Context: an optimization exercise on an open-source flow, tuned for small area, a short achievable clock period and few clock cycles. The choices shown serve that exercise and are no tape-out recipe.
Only simulation tests tie the RTL to the original design; equivalence was not proved.
Power figures rest on the tool's default switching activity, not on a simulated workload.

`design/flow/run.sh`:
```
#!/bin/bash
# synth_recipe.tcl (not shown) runs the flow's synth.tcl, then flattens the netlist and writes it again
# the make line also repeats each setting of config.mk as NAME=value (left out here)
make -C /OpenROAD-flow-scripts/flow DESIGN_CONFIG=/design/flow/config.mk WORK_HOME=/design/flow/orfs CLKGATE_MAP_FILE= SYNTH_SCRIPT=/design/flow/synth_recipe.tcl finish
```
`design/flow/config.mk`:
```
export PLATFORM = sky130hd
export DESIGN_NAME = st2play_fx
export DESIGN_NICKNAME = st2play_fx
export VERILOG_FILES = /design/flow/design.v
export SDC_FILE = /design/flow/constraint.sdc
export NUM_CORES = 4
export LEC_CHECK = 0
export CAP_MARGIN = 20
export CORE_MARGIN = 2
export CORE_UTILIZATION = 40
export SLEW_MARGIN = 20
```
`design/flow/constraint.sdc`:
```
create_clock -name core_clock -period 14.0 [get_ports {clk}]
set_input_delay 2.8000 -clock core_clock [delete_from_list [all_inputs] [get_ports {clk}]]
set_output_delay 2.8000 -clock core_clock [all_outputs]
set_load 0.01 [all_outputs]
```
`design/flow/design.v`:
```
module st2fx_div (
    input             clk,
    input             rst_n,
    input             start,
    input      [31:0] dividend,
    input      [15:0] divisor,
    output reg        done,
    output     [31:0] quotient,
    output     [15:0] remainder
);
    reg [31:0] q;
    reg [16:0] r;
    reg [15:0] d;
    reg [5:0]  cnt;
    reg        running;
    wire [16:0] r_shift = {r[15:0], q[31]};
    wire        ge      = r_shift >= {1'b0, d};
    assign quotient  = q;
    assign remainder = r[15:0];
    always @(posedge clk) begin
        if (!rst_n) begin
            q       <= 32'd0;
            r       <= 17'd0;
            d       <= 16'd0;
            cnt     <= 6'd0;
            running <= 1'b0;
            done    <= 1'b0;
        end else begin
            done <= 1'b0;
            if (start) begin
                q       <= dividend;
                r       <= 17'd0;
                d       <= divisor;
                cnt     <= 6'd32;
                running <= 1'b1;
            end else if (running) begin
                r   <= ge ? (r_shift - {1'b0, d}) : r_shift;
                q   <= {q[30:0], ge};
                cnt <= cnt - 6'd1;
                if (cnt == 6'd1) begin
                    running <= 1'b0;
                    done    <= 1'b1;
                end
            end
        end
    end
endmodule
module st2fx_tables (
    input      [3:0]  semitone,    
    input      [5:0]  lfo_idx,     
    output reg [15:0] p0,
    output reg [8:0]  lfo          
);
    reg [7:0] lfo_mag;
    always @(*) begin
        case (semitone)
        4'd0:    p0 = 16'd17080;
        4'd1:    p0 = 16'd16012;
        4'd2:    p0 = 16'd15184;
        4'd3:    p0 = 16'd14236;
        4'd4:    p0 = 16'd13664;
        4'd5:    p0 = 16'd12808;
        4'd6:    p0 = 16'd12008;
        4'd7:    p0 = 16'd11388;
        4'd8:    p0 = 16'd10676;
        4'd9:    p0 = 16'd10248;
        4'd10:   p0 = 16'd9608;
        4'd11:   p0 = 16'd9108;
        default: p0 = 16'd0;
        endcase
    end
    wire [5:0] half_idx = (lfo_idx <= 6'd32) ? lfo_idx : (6'd0 - lfo_idx);
    always @(*) begin
        case (half_idx[5:0])
        6'd0:  lfo_mag = 8'd0;
        6'd1:  lfo_mag = 8'd24;
        6'd2:  lfo_mag = 8'd49;
        6'd3:  lfo_mag = 8'd74;
        6'd4:  lfo_mag = 8'd97;
        6'd5:  lfo_mag = 8'd120;
        6'd6:  lfo_mag = 8'd141;
        6'd7:  lfo_mag = 8'd161;
        6'd8:  lfo_mag = 8'd180;
        6'd9:  lfo_mag = 8'd197;
        6'd10: lfo_mag = 8'd212;
        6'd11: lfo_mag = 8'd224;
        6'd12: lfo_mag = 8'd235;
        6'd13: lfo_mag = 8'd244;
        6'd14: lfo_mag = 8'd250;
        6'd15: lfo_mag = 8'd253;
        6'd16: lfo_mag = 8'd255;
        6'd17: lfo_mag = 8'd253;
        6'd18: lfo_mag = 8'd250;
        6'd19: lfo_mag = 8'd244;
        6'd20: lfo_mag = 8'd235;
        6'd21: lfo_mag = 8'd224;
        6'd22: lfo_mag = 8'd212;
        6'd23: lfo_mag = 8'd197;
        6'd24: lfo_mag = 8'd180;
        6'd25: lfo_mag = 8'd161;
        6'd26: lfo_mag = 8'd141;
        6'd27: lfo_mag = 8'd120;
        6'd28: lfo_mag = 8'd97;
        6'd29: lfo_mag = 8'd74;
        6'd30: lfo_mag = 8'd49;
        6'd31: lfo_mag = 8'd24;
        default: lfo_mag = 8'd0;
        endcase
        lfo = (lfo_idx <= 6'd32) ? {1'b0, lfo_mag} : (9'd0 - {1'b0, lfo_mag});
    end
endmodule
module st2fx_chan (
    input         row_mode,       
    input  [3:0]  cmd,
    input  [7:0]  param,
    input  [7:0]  tick_ctr,
    input  [15:0] period_cur,
    input  [15:0] period_tgt,
    input  [6:0]  vol_cur,
    input  [6:0]  vol_init,
    input  [7:0]  tporta_mem,
    input  [7:0]  vib_mem,
    input  [6:0]  vib_phase,
    input  [3:0]  tr_ctr,
    input         tr_state,
    input  [7:0]  last_note,
    output reg [15:0] n_period_cur,
    output reg [6:0]  n_vol_cur,
    output reg [7:0]  n_tporta_mem,
    output reg [7:0]  n_vib_mem,
    output reg [6:0]  n_vib_phase,
    output reg [3:0]  n_tr_ctr,
    output reg        n_tr_state,
    output reg        arp,            
    output     [15:0] arp_tv
);
    localparam [3:0] C_VOL_SLIDE = 4'd4,  C_PORTA_DOWN = 4'd5, C_PORTA_UP = 4'd6,
                     C_TONE_PORTA = 4'd7, C_VIBRATO = 4'd8,    C_TREMOR = 4'd9,
                     C_ARPEGGIO = 4'd10,  C_VS_VIB = 4'd11,    C_VS_TPORTA = 4'd12;
    wire       keep_tremor = (cmd == C_TREMOR);
    wire       keep_vib    = (cmd == C_VIBRATO) || (cmd == C_VS_VIB);
    wire [3:0] cr_tr_ctr   = keep_tremor ? tr_ctr : 4'd0;
    wire       cr_tr_state = keep_tremor ? tr_state : 1'b0;
    wire [6:0] cr_phase    = keep_vib ? vib_phase : 7'd0;
    reg  [3:0] trem_ctr;
    reg        trem_state;
    reg  [6:0] trem_vol;
    always @(*) begin
        trem_ctr   = cr_tr_ctr - 4'd1;
        trem_state = cr_tr_state;
        trem_vol   = vol_cur;
        if (cr_tr_ctr == 4'd0) begin
            if (cr_tr_state) begin
                trem_state = 1'b0;
                trem_vol   = 7'd0;
                trem_ctr   = param[3:0];
            end else begin
                trem_state = 1'b1;
                trem_vol   = vol_init;
                trem_ctr   = param[7:4];
            end
        end
    end
    wire [7:0] vs_up   = {1'b0, vol_cur} + {4'd0, param[7:4]};
    wire [6:0] vs_vol  = (param[3:0] != 4'd0)
                         ? ((vol_cur > {3'd0, param[3:0]}) ? (vol_cur - {3'd0, param[3:0]}) : 7'd0)
                         : ((vs_up > 8'd64) ? 7'd64 : vs_up[6:0]);
    wire [7:0]  tp_p   = (cmd == C_VS_TPORTA) ? 8'd0 : param;
    wire [7:0]  tp_eff = (tp_p != 8'd0) ? tp_p : tporta_mem;
    wire [11:0] tp_d   = tp_eff * 4'd10;
    wire [16:0] tp_up  = {1'b0, period_cur} + {5'd0, tp_d};
    wire [16:0] tp_dn  = {1'b0, period_cur} - {5'd0, tp_d};    
    reg  [15:0] tp_per;
    always @(*) begin
        if (period_cur < period_tgt)
            tp_per = (tp_up > {1'b0, period_tgt}) ? period_tgt : tp_up[15:0];
        else if (period_cur > period_tgt)
            tp_per = (tp_dn[16] || (tp_dn[15:0] < period_tgt)) ? period_tgt : tp_dn[15:0];
        else
            tp_per = period_cur;
    end
    wire [7:0]  vb_p   = (cmd == C_VS_VIB) ? 8'd0 : param;
    wire [7:0]  vb_eff = (vb_p != 8'd0) ? vb_p : vib_mem;
    wire [8:0]  lfo;
    wire signed [13:0] vb_prod  = $signed(lfo) * $signed({1'b0, vb_eff[3:0]});
    wire signed [13:0] vb_scale = vb_prod >>> 6;                
    wire [15:0] vb_per   = period_tgt + {{2{vb_scale[13]}}, vb_scale};
    wire [6:0]  vb_phase = (cr_phase + {vb_eff[7:4], 1'b0}) & 7'h7E;
    wire [11:0] pm_d       = param * 4'd10;
    wire [15:0] pu_per     = period_cur - {4'd0, pm_d};
    wire [15:0] pd_per     = period_cur + {4'd0, pm_d};
    wire [1:0] m = tick_ctr % 8'd3;
    wire [3:0] k = (m == 2'd2) ? 4'd0 : (m == 2'd1) ? param[7:4] : param[3:0];
    wire [4:0] n0 = {1'b0, last_note[3:0]} + {1'b0, k};
    wire [4:0] n1 = (n0 >= 5'd12) ? (n0 - 5'd12) : n0;
    wire [4:0] n2 = (n1 >= 5'd12) ? (n1 - 5'd12) : n1;
    wire [4:0] o  = {1'b0, last_note[7:4]} + ((n0 >= 5'd12) ? 5'd1 : 5'd0)
                                           + ((n1 >= 5'd12) ? 5'd1 : 5'd0);
    wire [15:0] p0;
    assign arp_tv = p0 >> o;
    st2fx_tables u_tab (
        .semitone (n2[3:0]),
        .lfo_idx  (cr_phase[6:1]),
        .p0       (p0),
        .lfo      (lfo)
    );
    always @(*) begin
        n_period_cur = period_cur;
        n_vol_cur    = vol_cur;
        n_tporta_mem = tporta_mem;
        n_vib_mem    = vib_mem;
        n_vib_phase  = cr_phase;
        n_tr_ctr     = cr_tr_ctr;
        n_tr_state   = cr_tr_state;
        arp          = 1'b0;
        if (row_mode) begin
            if (cmd == C_TREMOR) begin
                n_tr_ctr   = trem_ctr;
                n_tr_state = trem_state;
                n_vol_cur  = trem_vol;
            end
        end else begin
            case (cmd)
            C_ARPEGGIO:  arp = 1'b1;
            C_TREMOR: begin
                n_tr_ctr   = trem_ctr;
                n_tr_state = trem_state;
                n_vol_cur  = trem_vol;
            end
            C_TONE_PORTA: begin
                n_tporta_mem = tp_eff;
                n_period_cur = tp_per;
            end
            C_VIBRATO: begin
                n_vib_mem    = vb_eff;
                n_period_cur = vb_per;
                n_vib_phase  = vb_phase;
            end
            C_PORTA_UP:   n_period_cur = pu_per;
            C_PORTA_DOWN: n_period_cur = pd_per;
            C_VOL_SLIDE:  n_vol_cur = vs_vol;
            C_VS_TPORTA: begin
                n_vol_cur    = vs_vol;
                n_period_cur = tp_per;
            end
            C_VS_VIB: begin
                n_vol_cur    = vs_vol;
                n_period_cur = vb_per;
                n_vib_phase  = vb_phase;
            end
            default: ;
            endcase
        end
    end
endmodule
module st2play_fx (
    input             clk,
    input             rst_n,
    input             cmd_valid,
    output            cmd_ready,
    input      [3:0]  cmd_op,
    input      [1:0]  cmd_ch,
    input      [31:0] cmd_arg,
    output reg        out_valid,
    output reg [31:0] out_data
);
    localparam [3:0] OP_TICK       = 4'd0,
                     OP_ROW        = 4'd1,
                     OP_SET_NOTE   = 4'd2,
                     OP_SET_PERIOD = 4'd3,
                     OP_SET_VOL    = 4'd4,
                     OP_SET_GVOL   = 4'd5,
                     OP_GET        = 4'd6;
    localparam [2:0] S_IDLE = 3'd0,
                     S_ROW  = 3'd1,
                     S_CH   = 3'd2,
                     S_DIV  = 3'd3,
                     S_MIX  = 3'd4;
    reg [3:0]  ev_cmd     [0:3];
    reg [7:0]  ev_param   [0:3];
    reg [15:0] period_cur [0:3];
    reg [15:0] period_tgt [0:3];
    reg [6:0]  vol_cur    [0:3];
    reg [6:0]  vol_init   [0:3];
    reg [7:0]  vol_mix    [0:3];
    reg [7:0]  tporta_mem [0:3];
    reg [7:0]  vib_mem    [0:3];
    reg [6:0]  vib_phase  [0:3];
    reg [3:0]  tr_ctr     [0:3];
    reg        tr_state   [0:3];
    reg [7:0]  last_note  [0:3];
    reg [15:0] c2spd      [0:3];
    reg [6:0]  gvol;
    reg [2:0]  state;
    reg [1:0]  ch;
    reg [7:0]  tick_ctr;
    reg        row_tick;
    wire [15:0] n_period_cur;
    wire [6:0]  n_vol_cur;
    wire [7:0]  n_tporta_mem;
    wire [7:0]  n_vib_mem;
    wire [6:0]  n_vib_phase;
    wire [3:0]  n_tr_ctr;
    wire        n_tr_state;
    wire        arp;
    wire [15:0] arp_tv;
    st2fx_chan u_chan (
        .row_mode     (state == S_ROW),
        .cmd          (ev_cmd[ch]),
        .param        (ev_param[ch]),
        .tick_ctr     (tick_ctr),
        .period_cur   (period_cur[ch]),
        .period_tgt   (period_tgt[ch]),
        .vol_cur      (vol_cur[ch]),
        .vol_init     (vol_init[ch]),
        .tporta_mem   (tporta_mem[ch]),
        .vib_mem      (vib_mem[ch]),
        .vib_phase    (vib_phase[ch]),
        .tr_ctr       (tr_ctr[ch]),
        .tr_state     (tr_state[ch]),
        .last_note    (last_note[ch]),
        .n_period_cur (n_period_cur),
        .n_vol_cur    (n_vol_cur),
        .n_tporta_mem (n_tporta_mem),
        .n_vib_mem    (n_vib_mem),
        .n_vib_phase  (n_vib_phase),
        .n_tr_ctr     (n_tr_ctr),
        .n_tr_state   (n_tr_state),
        .arp          (arp),
        .arp_tv       (arp_tv)
    );
    reg         div_start;
    reg  [31:0] div_a;
    reg  [15:0] div_b;
    wire        div_done;
    wire [31:0] div_q;
    wire [15:0] div_r;
    st2fx_div u_div (
        .clk       (clk),
        .rst_n     (rst_n),
        .start     (div_start),
        .dividend  (div_a),
        .divisor   (div_b),
        .done      (div_done),
        .quotient  (div_q),
        .remainder (div_r)
    );
    assign cmd_ready = (state == S_IDLE);
    wire   cmd_fire  = cmd_valid && cmd_ready;
    integer i;
    always @(posedge clk) begin
        if (!rst_n) begin
            for (i = 0; i < 4; i = i + 1) begin
                ev_cmd[i]     <= 4'd0;
                ev_param[i]   <= 8'd0;
                period_cur[i] <= 16'd0;
                period_tgt[i] <= 16'd0;
                vol_cur[i]    <= 7'd0;
                vol_init[i]   <= 7'd0;
                vol_mix[i]    <= 8'd0;
                tporta_mem[i] <= 8'd0;
                vib_mem[i]    <= 8'd0;
                vib_phase[i]  <= 7'd0;
                tr_ctr[i]     <= 4'd0;
                tr_state[i]   <= 1'b0;
                last_note[i]  <= 8'd0;
                c2spd[i]      <= 16'd8448;
            end
            gvol      <= 7'd64;
            state     <= S_IDLE;
            ch        <= 2'd0;
            tick_ctr  <= 8'd0;
            row_tick  <= 1'b0;
            div_start <= 1'b0;
            div_a     <= 32'd0;
            div_b     <= 16'd0;
            out_valid <= 1'b0;
            out_data  <= 32'd0;
        end else begin
            out_valid <= 1'b0;
            div_start <= 1'b0;
            case (state)
            S_IDLE: begin
                if (cmd_fire) begin
                    case (cmd_op)
                    OP_TICK: begin
                        tick_ctr <= cmd_arg[7:0];
                        row_tick <= cmd_arg[8];
                        ch       <= 2'd0;
                        state    <= cmd_arg[8] ? S_MIX : S_CH;
                    end
                    OP_ROW: begin
                        ev_cmd[cmd_ch]   <= cmd_arg[3:0];
                        ev_param[cmd_ch] <= cmd_arg[15:8];
                        ch               <= cmd_ch;
                        state            <= S_ROW;
                    end
                    OP_SET_NOTE: begin
                        last_note[cmd_ch] <= cmd_arg[7:0];
                        c2spd[cmd_ch]     <= cmd_arg[31:16];
                    end
                    OP_SET_PERIOD: begin
                        period_cur[cmd_ch] <= cmd_arg[15:0];
                        period_tgt[cmd_ch] <= cmd_arg[31:16];
                    end
                    OP_SET_VOL: begin
                        vol_cur[cmd_ch]  <= cmd_arg[6:0];
                        vol_init[cmd_ch] <= cmd_arg[14:8];
                    end
                    OP_SET_GVOL:
                        gvol <= cmd_arg[6:0];
                    OP_GET: begin
                        out_valid <= 1'b1;
                        case (cmd_arg[1:0])
                        2'd0: out_data <= {vol_mix[cmd_ch], 1'b0, vol_cur[cmd_ch], period_cur[cmd_ch]};
                        2'd1: out_data <= {9'd0, vol_init[cmd_ch], period_tgt[cmd_ch]};
                        2'd2: out_data <= {tporta_mem[cmd_ch], vib_mem[cmd_ch], 1'b0, vib_phase[cmd_ch],
                                           tr_state[cmd_ch], 3'd0, tr_ctr[cmd_ch]};
                        default: out_data <= {c2spd[cmd_ch], last_note[cmd_ch], 4'd0, ev_cmd[cmd_ch]};
                        endcase
                    end
                    default: ;
                    endcase
                end
            end
            S_ROW: begin
                vol_cur[ch]  <= n_vol_cur;
                vib_phase[ch] <= n_vib_phase;
                tr_ctr[ch]   <= n_tr_ctr;
                tr_state[ch] <= n_tr_state;
                state        <= S_IDLE;
            end
            S_CH: begin
                vol_cur[ch]    <= n_vol_cur;
                tporta_mem[ch] <= n_tporta_mem;
                vib_mem[ch]    <= n_vib_mem;
                vib_phase[ch]  <= n_vib_phase;
                tr_ctr[ch]     <= n_tr_ctr;
                tr_state[ch]   <= n_tr_state;
                if (arp) begin
                    div_a     <= {16'd0, arp_tv} * 32'd8448;
                    div_b     <= c2spd[ch];
                    div_start <= 1'b1;
                    state     <= S_DIV;
                end else begin
                    period_cur[ch] <= n_period_cur;
                    if (ch == 2'd3) state <= S_MIX;
                    ch <= ch + 2'd1;
                end
            end
            S_DIV: begin
                if (div_done) begin
                    period_cur[ch] <= div_q[15:0];
                    if (ch == 2'd3) state <= S_MIX;
                    else            state <= S_CH;
                    ch <= ch + 2'd1;
                end
            end
            S_MIX: begin
                for (i = 0; i < 4; i = i + 1)
                    vol_mix[i] <= ({7'd0, vol_cur[i]} * {7'd0, gvol}) >> 6;
                state <= S_IDLE;
            end
            default: state <= S_IDLE;
            endcase
        end
    end
endmodule
```
==> summary.txt <==
## placed cells by master (no fill, tap or decap), drive strengths merged, types with 50 or more instances in the layout
| cell | instances |
|---|---|
| a21oi | 302 |
| edfxtp | 437 |
| nor3 | 50 |
| clkbuf | 104 |
| mux4 | 237 |
| xor2 | 64 |
| dfxtp | 200 |
| mux2i | 119 |
| xnor2 | 101 |
| ha | 341 |
| nand2 | 519 |
| buf | 86 |
| nand3 | 81 |
| a21o | 53 |
| nor2 | 576 |
| clkdlybuf4s50 | 69 |
| and2 | 93 |
| inv | 421 |
| fa | 123 |
| o21ai | 184 |
## cell type report
class | count | area (um2)
Fill cell | 11143 | 64800
Multi-Input combinational cell | 3383 | 27100
Sequential cell | 637 | 17100
Clock buffer | 103 | 1980
Tap cell | 1524 | 1910
Inverter | 418 | 1570
Timing Repair Buffer | 156 | 1350
Clock inverter | 30 | 357
## worst min path at each step
stage,slack [ns],endpoint
floorplan,0.43,vol_mix[2][0]
global placement,0.44,vol_mix[3][6]
detailed placement,0.44,vol_mix[3][5]
CTS,0.45,vol_mix[3][5]
global route,0.46,div_a[22]
finish,0.45,vol_mix[2][2]
## routing by layer
| metal | global-route usage [%] | wire length [um] | vias to the layer above |
|---|---|---|---|
| met3 | 3.73 | 11700 | 229 |
| met2 | 38.3 | 66600 | 1515 |
| met5 | 0 | 16 | - |
| met1 | 33.6 | 62400 | 18067 |
| met4 | 8.30 | 5320 | 2 |
| li1 | - | - | 16633 |
## logic make-up after synthesis
kind of cell / after synthesis
compound gates: 869
xor+xnor: 165
fa+ha+maj: 464
buf+inv: 693
flops: 637
mux: 375
simple gates: 1510
## report_power, final
part | leakage, nW | internal [mW] | switching, mW
Combinational | 13.6 | 0.677 | 1.05
Clock | 1.12 | 1.07 | 0.827
Sequential | 6.11 | 2.07 | 0.0470
Total | 20.8 | 3.82 | 1.93
## stage by stage
stage,power (mW),util [%]
2_1_floorplan,3.40,-
3_3_place_gp,3.84,42.3
3_5_place_dp,3.85,42.3
4_1_cts,5.74,44.3
5_1_grt,6.02,44.3
6_report,5.75,44.3
## worst register-to-register path: cells and delay by family, from the launching register on
family                   cells  cell delay, ns
buffers and inverters        3            0.70
adder cells (fa/ha/maj)     10            3.12
XOR/XNOR                     3            0.74
AND/OR/NAND/NOR             10            1.37
flip-flops                   1            0.48
multiplexers                 2            0.81
AO/OA/AOI/OAI               22            4.82
## state kept, by name, indices dropped and copies added, names as in the netlist, 21 cells and up, named ones only
name,count
div_a,21
u_div.q,32
period_cur,64
vib_mem,32
ev_param,32
out_data,32
vol_cur,28
tporta_mem,32
vol_init,28
period_tgt,64
last_note,32
vol_mix,32
c2spd,64
vib_phase,28
## synth_stat cells (all sizes together) (6+ instances only)
cell type | number | area share [%]
and3 | 17 | 0.23
o31ai | 12 | 0.19
a22oi | 26 | 0.42
nor2b | 40 | 0.53
xnor2 | 101 | 1.9
buf | 54 | 0.50
a21boi | 16 | 0.26
nand3 | 81 | 0.87
o22ai | 11 | 0.15
nand4 | 22 | 0.29
a211o | 7 | 0.13
o2111ai | 14 | 0.26
inv | 417 | 3.3
clkbuf | 221 | 1.8
fa | 123 | 5.3
a22o | 22 | 0.41
o21bai | 36 | 0.58
nand2b | 40 | 0.53
edfxtp | 437 | 28
a31oi | 15 | 0.20
xor2 | 64 | 1.2
mux4 | 237 | 11
or3 | 21 | 0.28
a21oi | 302 | 3.2
o221ai | 11 | 0.22
nor3 | 50 | 0.54
mux2i | 119 | 2.5
a221oi | 6 | 0.11
dfxtp | 200 | 8.5
mux2 | 19 | 0.46
nand2 | 519 | 4.2
o211ai | 26 | 0.42
o21a | 27 | 0.43
ha | 341 | 9.1
or2 | 17 | 0.23
nor2 | 576 | 4.6
and2 | 93 | 1.2
a31o | 6 | 0.11
o211a | 7 | 0.15
a21o | 53 | 0.85
o21ai | 184 | 2.0
nor4 | 8 | 0.11
nor3b | 12 | 0.20
a211oi | 30 | 0.51
==> flow_summary.ini <==
[cts]
holdBufCountCts = 0
cts_made_buffers = 72
clk-insertion-delay-late_ns = 0.64
cts_tree = done
h-tree-depth = 3
clk_pin_slew_ns = 0.06
clockBufferDepth = 3
cts_resized = 0
cts-root-buf = clkbuf_16
clkSinkCount = 637
cts_setup_buffers = 0

[synthesis]
post_synth_and_or_nand_nor_area_fraction_pct = 14.1
synthAdderAreaFrac_pct = 14.4
ys_seq_area_share_pct = 36.6
ys_warn_count = 6
synth_area_per_cell_um2 = 9.94
synthesis.nets = 5218
synth_cell_type_count = 92
synth-compound-area-share_pct = 11.8
syn_inst = 4713
synthFlopType = edfxtp_1
synth-edff-count = 437
synthXorXnorAreaFrac_pct = 3.13
synth_seq_cells = 637
async_flop_share_pct = 0
syn-cell-area_um2 = 46800
synth_top_family_by_area = multiplexers
synthMuxAreaShare_pct = 14.4

[global_route]
grt_usage_pct = 24.1
antenna_found_initial = 2
grt_pass1_wl_mm = 221
grt_pass1_vias = 35272
grt.overflow.total = 0
grt_max_degree = 84

[place]
globalplace.congestion = 0.955
dp_hpwl_mm = 106
numPortBuffers = 74
pre_cts_ws_ns = 2.13
dp_cells = 6117
placed_area_um2 = 49100

[power]
peakVddDrop_mv = 0.0991
p_leak_nw = 20.8
power.density_nw_per_um2 = 112

[outcome]
status = complete, no violations

[timing]
fmax_mhz = 82.7
rsz0062_at_grt = no
drv_slew = 0
hold-worst-slack_ns = 0.449
tightest_slew_ns = 1.17
slew-limit-headroom_pct = 20.8
fin_setup_tns_ns = 0
finalSetupViolCount = 0
timing.final.crit_period_ns = 12.09
final.setup.worst_slack_ns = 1.91
finalCritPeriodShare_pct = 86.3
skew_ns = 0.0434
hold_viol = 0

[worst_setup_path]
critPathBufInv = 3
cp.required_ns = 14.55
crit_path_max_incr_delay_ns = 0.80
crit_type = flop to flop
cp_max_fo = 14
cp.depth = 50
reg2reg_depth = 50
rrSetupSlack_ns = 1.91
start_kind = flop
worstReg2RegEnd = div_a[27]
r2r-start = tick_ctr[3]
worstPathArrival_ns = 12.64
worstSetupEndpoint = div_a[27]
cp_top_family = compound AO/OA/AOI/OAI gates
cp-end-kind = flop
crit_path_top_delay_cell = a2111oi_0
critPathMostFrequentCell = ha_1
critPathLaunch = tick_ctr[3]

[floorplan]
dieArea_um2 = 120000
die_h_um = 346
initial_core_util_pct = 40.3
rows = 125
die_w_um = 346
coreArea_um2 = 116000
io_pins = 75

[drt]
drc = 0
via_per_inst = 5.83
post_drt_wl_per_cell_um = 23.4
drt_iter0_drc = 3423
dr.pass1.iters = 6
vias = 36446
totalWireLength_mm = 146
antenna_left = 0

[cells_and_area]
fin_area_um2 = 51500
area_growth_syn_to_layout_pct = 9.84
nNetsFinal = 5173
drive_gt1_share_pct = 10.6
final_cells = 6251
diodes = 0

[hold_path]
hp-start = vol_mix[2][2]
hold-path-cell-count = 2
hp-class = flop to flop

[run]
maxCapViolations = 0
Testbench counts, summed over its fixed seeds: cycles 41,613.

==> static timing again, ports no longer ideal <==
Ports are ideal in the flow. The routed layout listed here was re-timed in OpenROAD.
Step 1: set_driving_cell puts a clkbuf_16 on clk and a buf_2 on each other input, an assumption about the parent block.
Step 2 moves the port delays by t, midway between the first and last clock arrival at a register: inputs arrive t later, outputs are due t later. That takes back most of the time a late clock gives input paths.
Three values: no drivers, after step 1, after step 2; two values: the first two.
t (ns): 0.693
setup slack, ns: 1.915 / 1.915 / 1.915
worst setup path after step 2: register to register
worst slew at a driven data input, ns: 0.07
After both steps setup and hold are still met in this run. The setup slack of this run moves by 0.000 ns with the drivers and by 0.000 ns with both steps.
